Source: an optimization exercise on an open RTL-to-GDS flow (aim: small area). Production flows keep margins and buffers that such runs may drop.
The RTL was checked by simulation tests, not by an equivalence proof against the original design.
No activity file was given, so power comes from the tool's default toggle rates.

// pipe_core
module pipe_core (
    input  wire        clk,
    input  wire        rst,
    output wire [31:0] imem_addr,
    input  wire [31:0] imem_rdata,
    output wire [4:0]  rf_raddr1,
    output wire [4:0]  rf_raddr2,
    input  wire [31:0] rf_rdata1,
    input  wire [31:0] rf_rdata2,
    output wire        rf_we,
    output wire [4:0]  rf_waddr,
    output wire [31:0] rf_wdata,
    output wire [31:0] dmem_addr,
    output wire        dmem_re,
    output wire        dmem_we,
    output wire [31:0] dmem_wdata,
    input  wire [31:0] dmem_rdata,
    output wire [31:0] pc,
    output wire [31:0] ifid_instr,
    output wire [31:0] idex_instr,
    output wire [31:0] exmem_instr,
    output wire [31:0] memwb_instr
);
Size: ~1300 cells after synthesis, ~440 I/O pins.
clock: 5.5 ns
lec_check: 0
cap_margin: 20
core_margin: 2
core_utilization: 60
slew_margin: 20
synth_hierarchical: 1
standard.sh (not shown) runs the stock make flow with config.mk's settings and CLKGATE_MAP_FILE= SYNTH_SCRIPT=/design/flow/synth_recipe.tcl, a recipe that flattens the netlist after the stock synthesis.
==> flow/flow/run.sh <==
#!/bin/bash
set -euo pipefail
here=$(cd "$(dirname "$0")" && pwd)
bash standard.sh \
  "BUFFER_PORTS_ARGS=-buffer_cell sky130_fd_sc_hd__buf_1" \
  "PRE_FLOORPLAN_TCL=$here/downsize.tcl" \
  "CTS_ARGS=-sink_clustering_enable -repair_clock_nets -buf_list sky130_fd_sc_hd__clkbuf_16 -sink_clustering_size 28 -sink_clustering_max_diameter 70 -dont_use_dummy_load" \
  finish > standard.log 2>&1
==> flow/flow/downsize.tcl <==
# Before floorplanning: put every logic cell that synthesis sized up back to
# its smallest drive strength of the same function; repair_design and
# repair_timing later size up only the cells that timing needs. Registers,
# buffers and clock cells are left as they are.
set db [ord::get_db]
set n 0
foreach inst [[ord::get_db_block] getInsts] {
  set m [[$inst getMaster] getName]
  if {![regexp {^(sky130_fd_sc_hd__[a-z0-9]+)_([0-9]+)$} $m -> base sz]} { continue }
  if {$sz eq "0" || $sz eq "1"} { continue }
  if {[regexp {df|dl|buf|clk|conb|tap|fill|decap|diode} $base]} { continue }
  foreach k {1 0} {
    set nm [$db findMaster ${base}_$k]
    if {$nm ne "NULL"} {
      $inst swapMaster $nm
      incr n
      break
    }
  }
}
puts "downsize.tcl: $n cells set to their smallest drive strength"
The first run went through all stages and came out clean.
Then changed:
==> flow/flow/run.sh (replaced) <==
#!/bin/bash
set -euo pipefail
here=$(cd "$(dirname "$0")" && pwd)
bash standard.sh \
  "BUFFER_PORTS_ARGS=-buffer_cell sky130_fd_sc_hd__buf_1" \
  "PRE_FLOORPLAN_TCL=$here/downsize.tcl" \
  "CTS_ARGS=-sink_clustering_enable -repair_clock_nets -buf_list {sky130_fd_sc_hd__clkbuf_4 sky130_fd_sc_hd__clkbuf_8 sky130_fd_sc_hd__clkbuf_16} -sink_clustering_size 16 -sink_clustering_max_diameter 70 -dont_use_dummy_load" \
  finish > standard.log 2>&1
Effect:
- final cell count grows by 0.45%
- global-route usage climbs by 0.34 points
- core utilization climbs by 0.93 points
- count of clock-buffer cells in the layout rose by 8
- die area stays the same
- synthesized cell count stays the same
Then changed:
==> flow/flow/run.sh (replaced) <==
#!/bin/bash
set -euo pipefail
here=$(cd "$(dirname "$0")" && pwd)
bash standard.sh \
  "BUFFER_PORTS_ARGS=-buffer_cell sky130_fd_sc_hd__buf_1" \
  "PRE_FLOORPLAN_TCL=$here/downsize.tcl" \
  "CTS_ARGS=-sink_clustering_enable -repair_clock_nets -buf_list sky130_fd_sc_hd__clkbuf_8 -sink_clustering_size 20 -sink_clustering_max_diameter 50 -dont_use_dummy_load" \
  finish > standard.log 2>&1
The changed run finished with timing, DRC and antenna clean. Non-clock buffer count decreases by 1. Utilization fell by 0.78 points. Final area drops slightly. Worst setup slack gains 72 ps. Maximum frequency grows slightly. Routed wire length went down slightly. Global-route usage stays flat. Hold slack loses 11 ps. Synthesized cell count does not change.

========
## v35
Another version of the RTL of pipe_core (not shown whole).
For scale: about 1300 cells after synthesis, ~440 I/O pins.
export LEC_CHECK = 0
export CAP_MARGIN = 0
export CORE_MARGIN = 2
export CORE_UTILIZATION = 60
export SLEW_MARGIN = 0
export SYNTH_HIERARCHICAL = 1
create_clock -name core_clock -period 5.5 [get_ports {clk}]
==> flow/flow/run.sh <==
#!/bin/bash
set -euo pipefail
here=$(cd "$(dirname "$0")" && pwd)
bash standard.sh \
  "BUFFER_PORTS_ARGS=-buffer_cell sky130_fd_sc_hd__buf_1" \
  "PRE_FLOORPLAN_TCL=$here/downsize.tcl" \
  "CTS_ARGS=-sink_clustering_enable -repair_clock_nets -buf_list sky130_fd_sc_hd__clkbuf_8 -sink_clustering_size 16 -sink_clustering_max_diameter 70 -dont_use_dummy_load" \
  finish > standard.log 2>&1
Scripts as last shown in full above: flow/flow/downsize.tcl
The following lists how v50 was set up differently from v35:
diff --git a/flow/config.mk b/flow/config.mk
--- a/flow/config.mk
+++ b/flow/config.mk
@@ -6,7 +6,7 @@
 export NUM_CORES = 4
 export LEC_CHECK = 0
-export CAP_MARGIN = 0
+export CAP_MARGIN = 10
 export CORE_MARGIN = 2
-export CORE_UTILIZATION = 60
-export SLEW_MARGIN = 0
+export CORE_UTILIZATION = 70
+export SLEW_MARGIN = 10
 export SYNTH_HIERARCHICAL = 1
Findings:
Portion of the clock cycle consumed by the worst path in the final layout ended up 2.5 points higher on v50 than on v35. v35 → v50: first-pass detailed-route iteration total picked up an extra 2; via density per instance picked up an extra 5.0%; biggest cell delay along the critical path picked up an extra 0.12 ns; area of the die lost 0.0034 mm^2; power neither gained nor lost much.
Relative to v50, the following input files were edited for v30:
diff --git a/flow/config.mk b/flow/config.mk
--- a/flow/config.mk
+++ b/flow/config.mk
@@ -6,7 +6,7 @@
 export NUM_CORES = 4
 export LEC_CHECK = 0
-export CAP_MARGIN = 10
+export CAP_MARGIN = 20
 export CORE_MARGIN = 2
-export CORE_UTILIZATION = 70
-export SLEW_MARGIN = 10
+export CORE_UTILIZATION = 60
+export SLEW_MARGIN = 20
 export SYNTH_HIERARCHICAL = 1
==> comparison <==
Taking v50 as the reference point, the count of inserted tapcells of v30 rises by 20. Compared with v50, v30 shows a higher required time of the critical path. From v50 to v30 the numbers moved as follows: area of the placeable core has increased, logic depth of the worst setup path including buffers shows no meaningful change, via count -387, pin count of the biggest net entering global routing picked up an extra 27. Worst hold slack after final layout on v30 is ahead of v50.

==> re-timing with driven ports <==
In the flow no input, the clock included, has a driving cell. The finished layouts below were timed again as built, in two steps.
Step 1: set_driving_cell puts a clkbuf_16 on clk and a buf_2 on each other input, an assumption about the parent block.
Step 2 also shifts input and output timing later by t, the mid clock arrival at the registers, as if the neighbouring blocks saw the same clock.
Slacks: ideal ports / drivers / drivers and shift; pairs: ideal ports / drivers.
run | t, ns | setup WS [ns] | hold WS [ns] | latest minus earliest clock arrival (ns)
the first run of note 1 | 0.540 | 0.658 / 0.658 / 0.658 | 0.371 / 0.371 / 0.371 | 0.045 / 0.046
the second run of note 1 | 0.562 | 0.671 / 0.671 / 0.671 | 0.366 / 0.366 / 0.366 | 0.046 / 0.046
the third run of note 1 | 0.631 | 0.743 / 0.743 / 0.698 | 0.355 / 0.355 / 0.355 | 0.072 / 0.073
v35 | 0.597 | 0.889 / 0.889 / 0.889 | 0.373 / 0.373 / 0.373 | 0.062 / 0.062
v50 | 0.595 | 0.750 / 0.750 / 0.750 | 0.346 / 0.346 / 0.346 | 0.056 / 0.056
v30 | 0.599 | 0.920 / 0.920 / 0.920 | 0.374 / 0.374 / 0.374 | 0.063 / 0.063
After both steps setup and hold are still met in every run listed. For the third run of note 1, which loses most, drivers alone change the setup slack by 0.000 ns; drivers and shift together by -0.045 ns.
